What follows belongs to an exercise in optimizing a design on an open flow for small area; a production flow would make more cautious choices. The RTL was checked by simulation tests, not by an equivalence proof against the original design. Power is estimated from default activity; no workload was simulated.

==> flow/design.v (excerpt) <==
module pms_codec #(
    parameter STRICT_LEN = 0
) (
    input             clk,
    input             rst,         
    input             req_valid,
    input      [31:0] req,
    output reg        rsp_valid,
    output reg [15:0] rsp_data
);
export LEC_CHECK = 0
export CAP_MARGIN = 20
export CORE_MARGIN = 2
export CORE_UTILIZATION = 40
export SLEW_MARGIN = 20
export SYNTH_HIERARCHICAL = 1
create_clock -name core_clock -period 12.0 [get_ports {clk}]
standard.sh (not shown) runs the stock make flow with config.mk's settings and CLKGATE_MAP_FILE= SYNTH_SCRIPT=/design/flow/synth_recipe.tcl, a recipe that flattens the netlist after the stock synthesis.
==> flow/flow/run.sh <==
#!/bin/bash
# Standard layout, with two changes made through ORFS's own variables:
#  * the port buffers are sky130_fd_sc_hd__buf_1 (every port still gets one);
#  * clock tree synthesis runs without dummy loads.
# Each step's full output is in orfs/logs/; make's own output is in make.log.
set -euo pipefail
cts_args="-sink_clustering_enable -repair_clock_nets -dont_use_dummy_load"
cts_args="$cts_args -buf_list sky130_fd_sc_hd__clkbuf_4 -sink_clustering_size 12 -sink_clustering_max_diameter 40"
bash standard.sh \
    "BUFFER_PORTS_ARGS=-buffer_cell sky130_fd_sc_hd__buf_1" \
    "CTS_ARGS=$cts_args" \
    finish > make.log 2>&1
==> next run, changes <==
==> flow/flow/run.sh (replaced) <==
#!/bin/bash
# Standard layout, with two changes made through ORFS's own variables:
#  * the port buffers are sky130_fd_sc_hd__buf_1 (every port still gets one);
#  * clock tree synthesis runs without dummy loads, with clkbuf_4 buffers
#    driving sink clusters of at most 10 flip-flops within 45 um.
# Each step's full output is in orfs/logs/; make's own output is in make.log.
set -euo pipefail
cts_args="-sink_clustering_enable -repair_clock_nets -dont_use_dummy_load"
cts_args="$cts_args -buf_list sky130_fd_sc_hd__clkbuf_4 -sink_clustering_size 10 -sink_clustering_max_diameter 45"
bash standard.sh \
    "BUFFER_PORTS_ARGS=-buffer_cell sky130_fd_sc_hd__buf_1" \
    "CTS_ARGS=$cts_args" \
    finish > make.log 2>&1
Settings changed: CORE_UTILIZATION 40 to 60.
- The new run completed with no timing, DRC or antenna violations
- final area came out lower by 1.5%
- core utilization went up by 22 points
- synthesized cell count does not change
- sequential power is about the same
- hold slack improves by 0.053 ns
- combinational power fell by about 2%
- critical path depth does not change
- total power stays flat
- synthesized area is unchanged
- wire length shrinks by 1.9%
==> next run, changes <==
Settings changed: CORE_UTILIZATION 60 to 85.
The changed run did not get past detailed placement with DPL-0033.
Synthesized cell count is unchanged.
Area after synthesis stays the same.
==> next run, changes <==
--- a/flow/flow/run.sh
+++ b/flow/flow/run.sh
@@ -2,6 +2,5 @@
 # Standard layout, with two changes made through ORFS's own variables:
 #  * the port buffers are sky130_fd_sc_hd__buf_1 (every port still gets one);
-#  * clock tree synthesis runs without dummy loads, with clkbuf_4 buffers
-#    driving sink clusters of at most 10 flip-flops within 45 um.
+#  * clock tree synthesis runs without dummy loads.
 # Each step's full output is in orfs/logs/; make's own output is in make.log.
 set -euo pipefail
Settings changed: CORE_UTILIZATION 85 to 40, GPL_TIMING_DRIVEN from default to 0.
Result:
- Now the flow finished with timing, DRC and antenna clean
- synthesized cell count stays the same
- synthesized area stays the same

---

pms_codec again, from the RTL that the note above started with.
Design pms_codec, start of the top module:
module pms_codec #(
    parameter STRICT_LEN = 0
) (
    input             clk,
    input             rst,         
    input             req_valid,
    input      [31:0] req,
    output reg        rsp_valid,
    output reg [15:0] rsp_data
);
    localparam [7:0] START1 = 8'h42;
    localparam [7:0] START2 = 8'h4D;
    wire [3:0] func = req[31:28];
    wire fire = req_valid && !rst;
    wire mid_zero  = (req[27:8] == 20'd0);
    wire is_push   = fire && (func == 4'h1) && mid_zero;
    wire is_clr    = fire && (func == 4'h2) && mid_zero && (req[7:0] == 8'd0);
    wire is_decode = fire && (func == 4'h3) && mid_zero && (req[7:0] == 8'd0);
    wire is_encode = fire && (func == 4'h4) && (req[27:24] == 4'd0);
    wire is_regrd  = fire && (func == 4'h5) && mid_zero;
    wire [7:0] byte_in = req[7:0];
    reg [5:0]  rx_cnt;
    reg        rx_ovf;
    reg        d_done;
    reg        d_ok;
    reg        good;           
    reg [12:0] acc;            
    reg [7:0]  stage [0:23];   
    reg [15:0] meas  [0:11];
    wire cnt_full = rx_cnt[5];               
    wire push_in  = is_push && !cnt_full;
    wire at0      = (rx_cnt[4:0] == 5'd0);
    wire at1      = (rx_cnt[4:0] == 5'd1);
    wire at30     = (rx_cnt[4:0] == 5'd30);
    wire at31     = (rx_cnt[4:0] == 5'd31);
    wire m_st1  = (byte_in == START1);
    wire m_st2  = (byte_in == START2);
    wire m_cshi = (byte_in == {3'd0, acc[12:8]});
    wire m_cslo = (byte_in == acc[7:0]);
    wire match  = at0 ? m_st1 : at1 ? m_st2 : at30 ? m_cshi : at31 ? m_cslo : 1'b1;
    wire good_nxt = (at0 || good) && match;
    wire frame_ok = cnt_full && !rx_ovf && good;
    always @(posedge clk) begin
        if (rst) begin
            rx_ovf <= 1'b0;
            d_done <= 1'b0;
            d_ok   <= 1'b0;
        end else if (is_push) begin
            if (cnt_full)
                rx_ovf <= 1'b1;
        end else if (is_clr) begin
  ...
==> flow/config.mk <==
export PLATFORM = sky130hd
export DESIGN_NAME = pms_codec
export DESIGN_NICKNAME = pms_codec
export VERILOG_FILES = /design/flow/design.v
export SDC_FILE = /design/flow/constraint.sdc
export NUM_CORES = 4
export LEC_CHECK = 0
export CAP_MARGIN = 20
export CORE_MARGIN = 2
export CORE_UTILIZATION = 60
export SLEW_MARGIN = 20
export SYNTH_HIERARCHICAL = 1
==> flow/constraint.sdc <==
create_clock -name core_clock -period 12.0 [get_ports {clk}]
set_input_delay 2.4000 -clock core_clock [delete_from_list [all_inputs] [get_ports {clk}]]
set_output_delay 2.4000 -clock core_clock [all_outputs]
set_load 0.01 [all_outputs]
==> flow/flow/run.sh <==
#!/bin/bash
# Standard layout, with two changes made through ORFS's own variables:
#  * the port buffers are sky130_fd_sc_hd__buf_1 (every port still gets one);
#  * clock tree synthesis runs without dummy loads.
# Each step's full output is in orfs/logs/; make's own output is in make.log.
set -euo pipefail
cts_args="-sink_clustering_enable -repair_clock_nets -dont_use_dummy_load"
cts_args="$cts_args -buf_list sky130_fd_sc_hd__clkbuf_4 -sink_clustering_size 10 -sink_clustering_max_diameter 45"
bash standard.sh \
    "BUFFER_PORTS_ARGS=-buffer_cell sky130_fd_sc_hd__buf_1" \
    "CTS_ARGS=$cts_args" \
    finish > make.log 2>&1
==> next run, changes <==
--- a/flow/flow/run.sh
+++ b/flow/flow/run.sh
@@ -4 +4,2 @@
-#  * clock tree synthesis runs without dummy loads.
+#  * clock tree synthesis runs without dummy loads, with clkbuf_4 buffers
+#    driving sink clusters of at most 10 flip-flops within 45 um.
--- a/flow/config.mk
+++ b/flow/config.mk
@@ -10 +10 @@
-export CORE_UTILIZATION = 60
+export CORE_UTILIZATION = 50
What happened:
- non-clock buffer count went up by 1
- fmax came out higher by 0.84%
- worst setup slack is better by 0.066 ns
- total power is about the same
- critical path depth does not change
==> next run, changes <==
--- a/flow/config.mk
+++ b/flow/config.mk
@@ -10 +10 @@
-export CORE_UTILIZATION = 50
+export CORE_UTILIZATION = 80
Result: Routed wire length went down by 2.9%; clock power went down by 3.9%; non-clock buffer count went down by 4; via count went up by 2.6%; worst setup slack loses 0.14 ns; utilization went up by 31 points; global-route usage went up by 9.7 points; count of clock-buffer cells in the layout went down by 2; flip-flop and latch count is unchanged.
==> next run, changes <==
--- a/flow/flow/run.sh
+++ b/flow/flow/run.sh
@@ -4,2 +4 @@
-#  * clock tree synthesis runs without dummy loads, with clkbuf_4 buffers
-#    driving sink clusters of at most 10 flip-flops within 45 um.
+#  * clock tree synthesis runs without dummy loads.
@@ -9 +8 @@
-cts_args="$cts_args -buf_list sky130_fd_sc_hd__clkbuf_4 -sink_clustering_size 10 -sink_clustering_max_diameter 45"
+cts_args="$cts_args -buf_list sky130_fd_sc_hd__clkbuf_4 -sink_clustering_size 11 -sink_clustering_max_diameter 45"
--- a/flow/config.mk
+++ b/flow/config.mk
@@ -10 +10 @@
-export CORE_UTILIZATION = 80
+export CORE_UTILIZATION = 40
Outcome: Synthesized cell count is unchanged; clock-buffer cell count is unchanged; clock power is higher by a few percent; wire length is higher by a few percent.
==> next run, changes <==
--- a/flow/flow/run.sh
+++ b/flow/flow/run.sh
@@ -8 +8 @@
-cts_args="$cts_args -buf_list sky130_fd_sc_hd__clkbuf_4 -sink_clustering_size 11 -sink_clustering_max_diameter 45"
+cts_args="$cts_args -buf_list sky130_fd_sc_hd__clkbuf_8 -sink_clustering_size 20 -sink_clustering_max_diameter 45"
--- a/flow/config.mk
+++ b/flow/config.mk
@@ -10 +10 @@
-export CORE_UTILIZATION = 40
+export CORE_UTILIZATION = 60
The changed run completed without violations; die area fell by 33%; design area fell by 0.60%; sequential power stays flat; power rose by 4.0%; wire length fell by 1.5%; core utilization rose by 23 points; global-route usage rose by 6.6 points; area after synthesis stays the same; synthesized cell count is unchanged.

[re-timing with driven ports]
No port has a modelled driver above. Below, the same layouts with a new extraction and two added sets of constraints. Step 1 sets driving cells, clkbuf_16 on the clock port and buf_2 on the other inputs (assumed; they add their load-dependent delay and slew). Step 2 also shifts input and output timing later by t, the mid clock arrival at the registers, as if the neighbouring blocks saw the same clock. a / b / c = no drivers / after step 1 / after step 2; a / b = the first two.
run	t (ns)	setup slack, ns	worst register clock-pin slew, ns	pins driven straight from the clock port
the first run of note 1	0.743	4.032 / 3.985 / 4.642	0.12 / 0.12	1
the second run of note 1	0.700	4.124 / 4.083 / 4.630	0.11 / 0.11	1
the fourth run of note 1	0.732	3.936 / 3.891 / 4.527	0.11 / 0.11	1
the first run of note 2	0.700	4.124 / 4.083 / 4.630	0.11 / 0.11	1
the second run of note 2	0.704	4.190 / 4.145 / 4.548	0.11 / 0.11	1
the third run of note 2	0.689	4.052 / 4.012 / 4.584	0.11 / 0.11	1
the fourth run of note 2	0.697	4.002 / 3.957 / 4.654	0.12 / 0.12	1
the fifth run of note 2	0.582	4.261 / 4.215 / 4.611	0.11 / 0.11	1
After both steps every run listed still meets setup and hold.
